Source: an optimization exercise on an open RTL-to-GDS flow (aim: small area, a short achievable clock period and few clock cycles per item). Production flows keep margins and buffers that such runs may drop.
Function was checked by simulation only, so behaviour that the tests miss may differ from the original.

==> module bcm_encoder, before the edit <==
module bcm_encoder (
    input  wire        clk,
    input  wire        rst,
    input  wire        cmd_valid,
    output wire        cmd_ready,
    input  wire [1:0]  cmd_op,
    input  wire [2:0]  cmd_t,
    input  wire [1:0]  cmd_mode,
    input  wire [5:0]  cmd_x,
    input  wire [3:0]  cmd_row,
    input  wire [23:0] cmd_top,
    input  wire [23:0] cmd_bot,
    input  wire [31:0] cmd_val,
    output wire        wr_valid,
    input  wire        wr_ready,
    output wire [12:0] wr_addr,
    output wire [15:0] wr_data,
    output wire        rsp_valid,
    output wire [7:0]  rsp_data
);
    localparam [1:0] OP_ENCODE = 2'd0;
    localparam [1:0] OP_SETBRIGHT = 2'd1;
    localparam [1:0] OP_GETBRIGHT = 2'd2;
    reg [6:0] percent;
    reg [6:0] duty;
    reg       rsp_q;
    reg [47:0] c_ring;      
    reg [2:0]  c_ph;        
    reg        c_done;      
    reg        c_free;      
    wire       c_busy = !c_free;
    reg        c_set;       
    reg [1:0]  c_mode;
    reg [2:0]  c_t;
    reg [5:0]  c_x;
    reg [3:0]  c_row;
    reg [47:0] o_ch;        
    reg        o_valid;
    reg [2:0]  o_j;
    reg [3:0]  o_row;
    reg [5:1]  o_x;
    reg        o_x0n;       
    reg [2:0]  o_s;         
    reg [3:0]  o_a;         
    reg        o_lat;
    reg        o_oe;
    wire take = cmd_valid && c_free;
    wire o_last = o_valid && (o_j == 3'd7);
    wire o_adv  = !o_valid || wr_ready;
    wire o_load = !o_valid || (o_j == 3'd7);
    wire o_free = !o_valid || (o_j == 3'd7);
    wire aligned = (c_ph == 3'd0);
    wire c_gam = (c_mode != 2'd0) && !c_set;
    wire mv_rdy = c_busy && !c_set && aligned && (c_done || !c_gam);
    wire move  = mv_rdy && o_adv && o_load;
    wire apply = c_busy && c_set && aligned && c_done && o_free;
    wire       val_big = (|cmd_val[30:7]) || (cmd_val[6:0] > 7'd100);
    wire [6:0] val_clamp = cmd_val[31] ? 7'd0 : (val_big ? 7'd100 : cmd_val[6:0]);
    wire [47:0] ring_in = {cmd_bot[7:0], cmd_bot[15:8], cmd_bot[23:16],
                           cmd_top[7:0], cmd_top[15:8],
                           (cmd_op == OP_SETBRIGHT) ? {1'b0, val_clamp} : cmd_top[23:16]};
    wire [7:0] s_idx;
    bcm_lidx u_lidx (.p(c_ring[6:0]), .y(s_idx));
    wire       s_first = c_busy && c_set && (c_ph == 3'd0) && !c_done;
    wire [7:0] gam_out;
    bcm_gamma u_gam (.v(c_ring[7:0]), .y(gam_out));
    wire [7:0] rot_in = s_first ? s_idx : (c_gam && !c_done) ? gam_out : c_ring[7:0];
    wire [6:0] s_lin = {1'b0, c_ring[7:2]} + {6'd0, (c_ring[1:0] != 2'd0)};
    wire [6:0] s_cb  = {1'b0, gam_out[7:2]} + {6'd0, gam_out[1]};
    wire [6:0] duty_new = (c_mode == 2'd0) ? s_lin :
                          (c_mode == 2'd2 && percent != 7'd0 && s_cb == 7'd0) ? 7'd1 : s_cb;
    wire        oe_m = (c_x == 6'd0) || (c_x == 6'd63) || ({1'b0, c_x} >= duty);
    wire [6:0]  oe_thr = (o_s != 3'd0) ? (duty >> o_s) : duty;  
    wire [5:0]  o_xf = {o_x, ~o_x0n};
    wire        oe_n = (o_xf == 6'd0) || o_lat || ({1'b0, o_xf} >= oe_thr);
    always @(posedge clk) begin
        if (c_free) begin
            c_ring <= ring_in;
            c_ph <= 3'd0;
            c_done <= 1'b0;
        end else begin
            c_ring <= {rot_in, c_ring[47:8]};
            c_ph <= (c_ph >= 3'd5) ? 3'd0 : c_ph + 3'd1;
            if (c_ph == 3'd5)
                c_done <= 1'b1;
        end
        if (c_free) begin
            c_set <= (cmd_op == OP_SETBRIGHT);
            c_mode <= cmd_mode;
            c_t <= cmd_t;
            c_x <= cmd_x;
            c_row <= cmd_row;
        end
        if (o_adv) begin
            if (o_load) begin
                o_ch <= c_ring;
                o_row <= c_row;
                o_x <= c_x[5:1];
                o_x0n <= ~c_x[0];
                o_s <= c_t;
                o_a <= c_row - 4'd1;
                o_lat <= (c_x == 6'd63);
                o_oe <= oe_m;
                o_j <= 3'd0;
            end else begin
                o_ch <= {1'b0, o_ch[47:41], 1'b0, o_ch[39:33], 1'b0, o_ch[31:25],
                         1'b0, o_ch[23:17], 1'b0, o_ch[15:9], 1'b0, o_ch[7:1]};
                o_a <= o_row;
                if (o_s != 3'd0)
                    o_s <= o_s - 3'd1;
                o_oe <= oe_n;
                o_j <= o_j + 3'd1;
            end
        end
        if (s_first)
            percent <= c_ring[6:0];
        if (apply)
            duty <= duty_new;
        if (rst) begin
            c_free <= 1'b1;
            o_valid <= 1'b0;
            rsp_q <= 1'b0;
            percent <= 7'd100;
            duty <= 7'd64;
        end else begin
            if (take && (cmd_op == OP_ENCODE || cmd_op == OP_SETBRIGHT)) begin
                c_free <= 1'b0;
            end else if (move || apply) begin
                    c_free <= 1'b1;
            end
            if (o_adv && o_load)
                o_valid <= mv_rdy;
            rsp_q <= take && (cmd_op == OP_SETBRIGHT || cmd_op == OP_GETBRIGHT);
        end
    end
    assign cmd_ready = c_free;
    assign wr_valid = o_valid;
    assign wr_addr = {o_row, o_j, o_x, o_x0n};
    assign wr_data = {4'b0000, o_a, o_oe, o_lat,
                      o_ch[40], o_ch[32], o_ch[24], o_ch[16], o_ch[8], o_ch[0]};
    assign rsp_valid = rsp_q;
    assign rsp_data = {1'b0, percent};
endmodule
clock: 18.0 ns
lec_check: 0
abc_area: 1
cap_margin: 20
core_margin: 2
core_utilization: 40
slew_margin: 20
standard.sh (not shown) runs the stock make flow with config.mk's settings and CLKGATE_MAP_FILE= SYNTH_SCRIPT=/design/flow/synth_recipe.tcl, a recipe that flattens the netlist after the stock synthesis.
==> flow/flow/run.sh <==
#!/bin/bash
# ORFS layout through the standard.sh, with these changes to how it is made:
#  - synthesis: the standard script, but ABC maps the logic with an area
#    script (strash; dch -f; amap), Yosys does not extract half/full adders and
#    inserts no buffers between register outputs and output ports (the port
#    buffers below are still inserted). Registers are mapped before ABC runs,
#    so they are the standard ones;
#  - port buffers are sky130_fd_sc_hd__buf_1 instead of the default delay buffer;
#  - CTS uses sky130_fd_sc_hd__clkbuf_8 and inserts no dummy loads;
#  - timing repair aims for a setup slack margin of 13 ns (the SDC is unchanged).
# Each step's full output goes to a log file in this folder.
set -euo pipefail
W=$PWD
rm -rf "$W/scripts_area"
cp -r "$FLOW_HOME/scripts" "$W/scripts_area"
printf 'strash\ndch -f\namap\ntopo\n' > "$W/scripts_area/abc_area.script"
export BUFFER_PORTS_ARGS="-buffer_cell sky130_fd_sc_hd__buf_1"
export CTS_ARGS="-sink_clustering_enable -repair_clock_nets -dont_use_dummy_load -buf_list sky130_fd_sc_hd__clkbuf_8"
export SETUP_SLACK_MARGIN=13
bash standard.sh SCRIPTS_DIR="$W/scripts_area" ADDER_MAP_FILE= SYNTH_INSBUF=0 synth > flow_synth.log 2>&1
bash standard.sh > flow_layout.log 2>&1
Testbench counts at the start, summed over its fixed seeds: cycles 131,262, items 16,384.
Then changed:
--- a/flow/design.v
+++ b/flow/design.v
@@ -778,11 +778,11 @@
     reg       rsp_q;
     reg [47:0] c_ring;      
     reg [2:0]  c_ph;        
     reg        c_done;      
     reg        c_free;      
-    wire       c_busy = !c_free;
+    reg        c_busy;      
     reg        c_set;       
     reg [1:0]  c_mode;
     reg [2:0]  c_t;
     reg [5:0]  c_x;
     reg [3:0]  c_row;
@@ -804,17 +804,17 @@
     wire aligned = (c_ph == 3'd0);
     wire c_gam = (c_mode != 2'd0) && !c_set;
     wire mv_rdy = c_busy && !c_set && aligned && (c_done || !c_gam);
     wire move  = mv_rdy && o_adv && o_load;
     wire apply = c_busy && c_set && aligned && c_done && o_free;
-    wire       val_big = (|cmd_val[30:7]) || (cmd_val[6:0] > 7'd100);
-    wire [6:0] val_clamp = cmd_val[31] ? 7'd0 : (val_big ? 7'd100 : cmd_val[6:0]);
+    wire [7:0] val_in = cmd_val[31] ? 8'd0 : {(|cmd_val[30:7]), cmd_val[6:0]};
     wire [47:0] ring_in = {cmd_bot[7:0], cmd_bot[15:8], cmd_bot[23:16],
                            cmd_top[7:0], cmd_top[15:8],
-                           (cmd_op == OP_SETBRIGHT) ? {1'b0, val_clamp} : cmd_top[23:16]};
+                           (cmd_op == OP_SETBRIGHT) ? val_in : cmd_top[23:16]};
+    wire [6:0] s_pct = (c_ring[7] || c_ring[6:0] > 7'd100) ? 7'd100 : c_ring[6:0];
     wire [7:0] s_idx;
-    bcm_lidx u_lidx (.p(c_ring[6:0]), .y(s_idx));
+    bcm_lidx u_lidx (.p(s_pct), .y(s_idx));
     wire       s_first = c_busy && c_set && (c_ph == 3'd0) && !c_done;
     wire [7:0] gam_out;
     bcm_gamma u_gam (.v(c_ring[7:0]), .y(gam_out));
     wire [7:0] rot_in = s_first ? s_idx : (c_gam && !c_done) ? gam_out : c_ring[7:0];
     wire [6:0] s_lin = {1'b0, c_ring[7:2]} + {6'd0, (c_ring[1:0] != 2'd0)};
@@ -824,21 +824,21 @@
     wire        oe_m = (c_x == 6'd0) || (c_x == 6'd63) || ({1'b0, c_x} >= duty);
     wire [6:0]  oe_thr = (o_s != 3'd0) ? (duty >> o_s) : duty;  
     wire [5:0]  o_xf = {o_x, ~o_x0n};
     wire        oe_n = (o_xf == 6'd0) || o_lat || ({1'b0, o_xf} >= oe_thr);
     always @(posedge clk) begin
-        if (c_free) begin
+        if (!c_busy) begin
             c_ring <= ring_in;
             c_ph <= 3'd0;
             c_done <= 1'b0;
         end else begin
             c_ring <= {rot_in, c_ring[47:8]};
             c_ph <= (c_ph >= 3'd5) ? 3'd0 : c_ph + 3'd1;
             if (c_ph == 3'd5)
                 c_done <= 1'b1;
         end
-        if (c_free) begin
+        if (!c_busy) begin
             c_set <= (cmd_op == OP_SETBRIGHT);
             c_mode <= cmd_mode;
             c_t <= cmd_t;
             c_x <= cmd_x;
             c_row <= cmd_row;
@@ -863,24 +863,27 @@
                 o_oe <= oe_n;
                 o_j <= o_j + 3'd1;
             end
         end
         if (s_first)
-            percent <= c_ring[6:0];
+            percent <= s_pct;
         if (apply)
             duty <= duty_new;
         if (rst) begin
             c_free <= 1'b1;
+            c_busy <= 1'b0;
             o_valid <= 1'b0;
             rsp_q <= 1'b0;
             percent <= 7'd100;
             duty <= 7'd64;
         end else begin
             if (take && (cmd_op == OP_ENCODE || cmd_op == OP_SETBRIGHT)) begin
                 c_free <= 1'b0;
+                c_busy <= 1'b1;
             end else if (move || apply) begin
-                    c_free <= 1'b1;
+                c_free <= 1'b1;
+                c_busy <= 1'b0;
             end
             if (o_adv && o_load)
                 o_valid <= mv_rdy;
             rsp_q <= take && (cmd_op == OP_SETBRIGHT || cmd_op == OP_GETBRIGHT);
         end
Outcome: Area after synthesis hardly moves. Sequential share of layout area goes down by 0.11 points. Cell area rises by 0.76%. Global-route usage shrinks by 0.67 points. Register-to-register slack gets worse by 0.13 ns. Worst setup slack improves by 0.12 ns.
Testbench counts after the change, summed over its fixed seeds: cycles 131,262, items 16,384.

==> afterwards: timing with drivers on the ports <==
Ports are ideal in the flow. The routed layouts listed here were re-timed in OpenROAD.
Step 1 assumes that a clkbuf_16 drives the clock port and a buf_2 every other input.
Step 2 times the ports against the registers' clock, not the clock port: input delays grow and output delays shrink by t, the midpoint of the rising clock arrivals with the driver on.
Three values: no drivers, after step 1, after step 2; two values: the first two.
run | t, ns | setup slack, ns | worst setup path after step 2 | latest minus earliest clock arrival (ns) | worst slew at a driven data input, ns
the first run | 0.488 | 13.097 / 13.058 / 12.705 | input to register | 0.028 / 0.028 | 0.05
the second run | 0.485 | 13.218 / 13.239 / 12.755 | input to register | 0.042 / 0.043 | 0.06
After both steps every run listed still meets setup and hold. For the second run, which loses most, drivers alone change the setup slack by +0.021 ns; drivers and shift together by -0.463 ns.
